This is an optimization exercise on Yosys and OpenROAD, whose aim is small area, a short achievable clock period and few clock cycles per item, not a production implementation. Function was checked by simulation only, so behaviour that the tests miss may differ from the original. Power and IR drop assume default switching activity.

==> flow/design.v <==
module gf2_rank (
    input  wire         clk,
    input  wire         rst,
    input  wire         start,
    input  wire [4:0]   rows_in,
    input  wire [5:0]   cols_in,
    output wire         ready,
    input  wire         row_valid,
    input  wire [31:0]  row_in,       
    output wire         row_ready,
    output reg          done,
    output wire [2:0]   err,
    output wire [5:0]   rank_out
);
    localparam NMAX = 32;
    localparam [NMAX-1:0] CUT = (32'd1 << 3) | (32'd1 << 9) | (32'd1 << 15) | (32'd1 << 21) | (32'd1 << 27);
    localparam FIRST = 3;              
    reg        loading;                    
    reg  [4:0] rem;                        
    reg        bad_r;                      
    reg        bad_q;                      
    reg  [4:0] cnt;                        
    reg  [4:0] rank_q;                     
    reg  [NMAX-1:0] valid;                 
    reg  [5:0] n_r;                        
    reg        init;                       
    reg        rdy;                        
    assign ready     = rdy;
    assign row_ready = loading;
    assign err       = {1'b0, bad_q, bad_q};
    assign rank_out  = {1'b0, rank_q};
    wire take      = row_valid & loading;
    wire take_last = take & (rem == 5'd1);
    wire flush     = rst | start;
    wire [NMAX*(NMAX+1)-1:0] rbus;
    wire [NMAX:0] lbus, pbus, ebus;
    assign rbus[NMAX-1:0] = row_in;
    assign lbus[0] = take;
    assign pbus[0] = take;
    assign ebus[0] = take_last;
    wire [NMAX-1:0] fin_v, now_v, pre_v;
    genvar c;
    generate
        for (c = 0; c < NMAX; c = c + 1) begin : col
            wire [NMAX-1:0] rin;
            wire            lin, pin, ein;
            if (c > 0 && CUT[c]) begin : pipe
                reg [NMAX-1:0] r;
                reg            l, p, e;
                always @(posedge clk) begin
                    r <= rbus[NMAX*c +: NMAX];
                    if (flush) begin
                        l <= 1'b0;
                        p <= 1'b0;
                        e <= 1'b0;
                    end else begin
                        l <= lbus[c];
                        p <= pbus[c];
                        e <= ebus[c];
                    end
                end
                assign rin = r;
                assign lin = l;
                assign pin = p;
                assign ein = e;
            end else begin : thru
                assign rin = rbus[NMAX*c +: NMAX];
                assign lin = lbus[c];
                assign pin = pbus[c];
                assign ein = ebus[c];
            end
            reg  [NMAX-1:0] slot;
            wire [NMAX-1:0] hi  = ~((32'd2 << c) - 32'd1);
            wire            hit = rin[c];
            wire            put = lin & hit & ~valid[c];
            wire            red = hit & valid[c];
            always @(posedge clk)
                if (put)
                    slot <= rin & hi;
            assign rbus[NMAX*(c+1) +: NMAX] = rin ^ ({NMAX{red}} & slot & hi);
            assign lbus[c+1] = lin & ~(hit & ~valid[c]);
            assign pbus[c+1] = pin;
            assign ebus[c+1] = ein;
            if (c < FIRST) begin : v0
                always @(posedge clk)
                    valid[c] <= (start & (cols_in <= c)) | (~start & (valid[c] | put));
            end else begin : v1
                always @(posedge clk)
                    valid[c] <= (init & (n_r <= c)) | (~init & (valid[c] | put));
            end
            if (c >= FIRST && (c == NMAX - 1 || CUT[c+1])) begin : cend
                wire sel;
                if (c == NMAX - 1)
                    assign sel = (n_r > lo(c));
                else if (lo(c) == FIRST)
                    assign sel = (n_r <= c + 1);
                else
                    assign sel = (n_r > lo(c)) & (n_r <= c + 1);
                wire lq, pq;
                if (c == NMAX - 1) begin : stat
                    reg l, p;
                    always @(posedge clk)
                        if (flush) begin
                            l <= 1'b0;
                            p <= 1'b0;
                        end else begin
                            l <= lbus[c+1];
                            p <= pbus[c+1];
                        end
                    assign lq = l;
                    assign pq = p;
                end else begin : nxt
                    assign lq = col[c+1].pipe.l;
                    assign pq = col[c+1].pipe.p;
                end
                assign fin_v[c] = sel & ebus[c+1];
                assign now_v[c] = sel & pbus[c+1] & ~lbus[c+1];
                assign pre_v[c] = sel & pq & ~lq;
            end else begin : cmid
                assign fin_v[c] = 1'b0;
                assign now_v[c] = 1'b0;
                assign pre_v[c] = 1'b0;
            end
        end
    endgenerate
    function integer lo;
        input integer c;
        integer i;
        begin
            lo = 0;
            for (i = 1; i <= c; i = i + 1)
                if (CUT[i])
                    lo = i;
        end
    endfunction
    wire fin = |fin_v;                     
    wire now = |now_v;                     
    wire pre = |pre_v;                     
    wire       clr   = start | bad_r;
    wire [4:0] acc   = cnt + {4'd0, pre};
    wire [4:0] rnk_1 = clr ? 5'd0 : acc + 5'd1;
    wire [4:0] rnk_0 = clr ? 5'd0 : acc;
    always @(posedge clk) begin
        if (rst) begin
            done    <= 1'b0;
            init    <= 1'b0;
        end else begin
            done <= (start && rows_in == 5'd0) || fin;
            init <= start;
        end
        rdy     <= rst | (start & (rows_in == 5'd0)) | (~start & (rdy | fin));
        loading <= ~rst & ((start & (rows_in != 5'd0)) | (~start & loading & ~take_last));
        bad_q   <= start ? ((rows_in > 5'd16) | (cols_in > 6'd32)) : bad_r;
        if (start) begin
            n_r   <= cols_in;
            rem   <= rows_in;
            bad_r <= (rows_in > 5'd16) || (cols_in > 6'd32);
        end else if (take) begin
            rem   <= rem - 5'd1;
        end
        cnt    <= start ? 5'd0 : acc;
        rank_q <= now ? rnk_1 : rnk_0;
    end
endmodule
export LEC_CHECK = 0
export CAP_MARGIN = 20
export CORE_MARGIN = 2
export CORE_UTILIZATION = 50
export CTS_BUF_LIST = sky130_fd_sc_hd__clkbuf_16
export CTS_CLUSTER_DIAMETER = 80
export CTS_CLUSTER_SIZE = 20
export SLEW_MARGIN = 20
create_clock -name core_clock -period 12.0 [get_ports {clk}]
standard.sh (not shown) runs the stock make flow with config.mk's settings and CLKGATE_MAP_FILE= SYNTH_SCRIPT=/design/flow/synth_recipe.tcl, a recipe that flattens the netlist after the stock synthesis.
==> flow/flow/run.sh <==
#!/bin/bash
set -euo pipefail
bash standard.sh SETUP_SLACK_MARGIN=8.5 "BUFFER_PORTS_ARGS=-buffer_cell sky130_fd_sc_hd__buf_2" finish > make_finish.log 2>&1
The first run produced a clean layout.
Testbench counts at the start, summed over its fixed seeds: cycles 12,029, items 960.
Edit:
==> flow/flow/run.sh (replaced) <==
#!/bin/bash
set -euo pipefail
bash standard.sh SETUP_SLACK_MARGIN=8.35 "BUFFER_PORTS_ARGS=-buffer_cell sky130_fd_sc_hd__buf_2" finish > make_finish.log 2>&1
Settings changed: CTS_BUF_LIST sky130_fd_sc_hd__clkbuf_16 to sky130_fd_sc_hd__clkbuf_8, CTS_CLUSTER_DIAMETER 80 to 50.
- sequential power is about the same
- clock-buffer cell count increases by 16
- final cell count increases by about 0.44%
- utilization fell by 0.41 points
- sequential share of layout area climbs by 0.40 points
- critical path depth is unchanged
- wire length increases by about 0.6%
- global-route usage rises by 0.17 points
- area after synthesis stays the same
Edit:
==> flow/flow/run.sh (replaced) <==
#!/bin/bash
set -euo pipefail
bash standard.sh SETUP_SLACK_MARGIN=8.45 "BUFFER_PORTS_ARGS=-buffer_cell sky130_fd_sc_hd__buf_2" finish > make_finish.log 2>&1
Settings changed: CTS_CLUSTER_DIAMETER 50 to 80, CTS_CLUSTER_SIZE 20 to 16.
The new run finished with timing, DRC and antenna clean.
Die area is unchanged.
Clock-buffer cell count is lower by 9.
Worst hold slack gets worse by 6.5 ps.
Wire length is lower by 0.60%.
Power falls by about 5%.
Utilization is lower by 0.62 points.
Sequential share of layout area climbs by 0.69 points.
Synthesized cell count does not change.
Worst setup slack is better by 60 ps.
Edit:
==> flow/run.sh (new file) <==
#!/bin/bash
# synth_recipe.tcl (not shown) runs the flow's synth.tcl, then flattens the netlist and writes it again
# the make line also repeats each setting of config.mk as NAME=value (left out here)
make -C /OpenROAD-flow-scripts/flow DESIGN_CONFIG=/design/flow/config.mk WORK_HOME=/design/flow/orfs CLKGATE_MAP_FILE= SYNTH_SCRIPT=/design/flow/synth_recipe.tcl finish
Settings changed: SETUP_SLACK_MARGIN set to 5.
removed: flow/flow/run.sh
removed: flow/standard.sh
What happened:
- worst setup slack is worse by 1600 ps
- cell area shrinks slightly
- worst hold slack degrades by 10 ps
- combinational power decreases by a few percent
- via count falls slightly
- global-route usage falls by 0.21 points
Edit:
==> flow/flow/run.sh (new file) <==
#!/bin/bash
set -euo pipefail
bash standard.sh SETUP_SLACK_MARGIN=8.35 "BUFFER_PORTS_ARGS=-buffer_cell sky130_fd_sc_hd__buf_2" finish > make_finish.log 2>&1
==> flow/standard.sh (new file) <==
#!/bin/bash
# synth_recipe.tcl (not shown) runs the flow's synth.tcl, then flattens the netlist and writes it again
# the make line also repeats each setting of config.mk as NAME=value (left out here)
make -C /OpenROAD-flow-scripts/flow DESIGN_CONFIG=/design/flow/config.mk WORK_HOME=/design/flow/orfs CLKGATE_MAP_FILE= SYNTH_SCRIPT=/design/flow/synth_recipe.tcl "${@:-finish}"
Settings changed: CORE_UTILIZATION 50 to 65, SETUP_SLACK_MARGIN 5 to unset.
removed: flow/run.sh
Effect: The new run finished with timing, DRC and antenna clean; wire length rises by a few percent; power rises slightly; combinational power rises by a few percent.

RTL: the design.v shown in full above, as it stands there.
==> flow/config.mk <==
export PLATFORM = sky130hd
export DESIGN_NAME = gf2_rank
export DESIGN_NICKNAME = gf2_rank
export VERILOG_FILES = /design/flow/design.v
export SDC_FILE = /design/flow/constraint.sdc
export NUM_CORES = 4
export LEC_CHECK = 0
export CAP_MARGIN = 20
export CORE_MARGIN = 2
export CORE_UTILIZATION = 50
export CTS_BUF_LIST = sky130_fd_sc_hd__clkbuf_8
export CTS_CLUSTER_DIAMETER = 80
export CTS_CLUSTER_SIZE = 16
export SLEW_MARGIN = 20
==> flow/constraint.sdc <==
create_clock -name core_clock -period 12.0 [get_ports {clk}]
set_input_delay 2.4000 -clock core_clock [delete_from_list [all_inputs] [get_ports {clk}]]
set_output_delay 2.4000 -clock core_clock [all_outputs]
set_load 0.01 [all_outputs]
==> flow/flow/run.sh <==
#!/bin/bash
set -euo pipefail
bash standard.sh SETUP_SLACK_MARGIN=8.35 "BUFFER_PORTS_ARGS=-buffer_cell sky130_fd_sc_hd__buf_2" finish > make_finish.log 2>&1
The starting point passed the timing, design-rule and antenna checks.
Testbench counts at the start, summed over its fixed seeds: cycles 12,029, items 960.
Edit:
==> flow/flow/run.sh (replaced) <==
#!/bin/bash
set -euo pipefail
bash standard.sh SETUP_SLACK_MARGIN=8.5 "BUFFER_PORTS_ARGS=-buffer_cell sky130_fd_sc_hd__buf_2" finish > make_finish.log 2>&1
- CTS_BUF_LIST: sky130_fd_sc_hd__clkbuf_8 -> sky130_fd_sc_hd__clkbuf_16
- CTS_CLUSTER_SIZE: 16 -> 30
First-iteration DRC count came out higher by 18%.
Combinational power increases by about 3%.
Register-to-register slack improves by 50 ps.
Edit:
==> flow/flow/run.sh (replaced) <==
#!/bin/bash
set -euo pipefail
bash standard.sh SETUP_SLACK_MARGIN=8.35 "BUFFER_PORTS_ARGS=-buffer_cell sky130_fd_sc_hd__buf_2" finish > make_finish.log 2>&1
- CTS_BUF_LIST: sky130_fd_sc_hd__clkbuf_16 -> sky130_fd_sc_hd__clkbuf_8
- CTS_CLUSTER_DIAMETER: 80 -> unset
- CTS_CLUSTER_SIZE: 30 -> unset
Effect: Setup slack degrades by 95 ps. Core utilization rises by 1.2 points. Total power rises by about 7%. Design area rises by about 2.2%. Wire length rises by about 3.7%. Clock power rises by about 35%. Global-route usage rises by 0.73 points. Critical path depth rises by 1. Die area is unchanged.

[separate check: timing with driven ports]
In the flow no input, the clock included, has a driving cell. The finished layouts below were timed again as built, in two steps.
Step 1 assumes that a clkbuf_16 drives the clock port and a buf_2 every other input.
Step 2 also shifts input and output timing later by t, the mid clock arrival at the registers, as if the neighbouring blocks saw the same clock.
a / b / c = ideal / step 1 / step 2; a / b = the first two.
| run | t (ns) | setup slack, ns | worst data-port slew with drivers (ns) |
|---|---|---|---|
| the first run of note 1 | 0.641 | 8.454 / 8.439 / 7.798 | 0.07 |
| the second run of note 1 | 0.734 | 8.410 / 8.385 / 7.708 | 0.03 |
| the third run of note 1 | 0.710 | 8.470 / 8.414 / 7.833 | 0.04 |
| the fourth run of note 1 | 0.704 | 6.862 / 6.890 / 6.186 | 0.05 |
| the fifth run of note 1 | 0.703 | 8.381 / 8.389 / 7.686 | 0.05 |
| the first run of note 2 | 0.714 | 8.387 / 8.396 / 7.707 | 0.03 |
| the second run of note 2 | 0.638 | 8.480 / 8.477 / 7.848 | 0.07 |
| the third run of note 2 | 0.738 | 8.385 / 8.376 / 7.679 | 0.03 |
After both steps setup and hold are still met in every run listed. For the third run of note 2, which loses most, drivers alone change the setup slack by -0.009 ns; drivers and shift together by -0.706 ns.
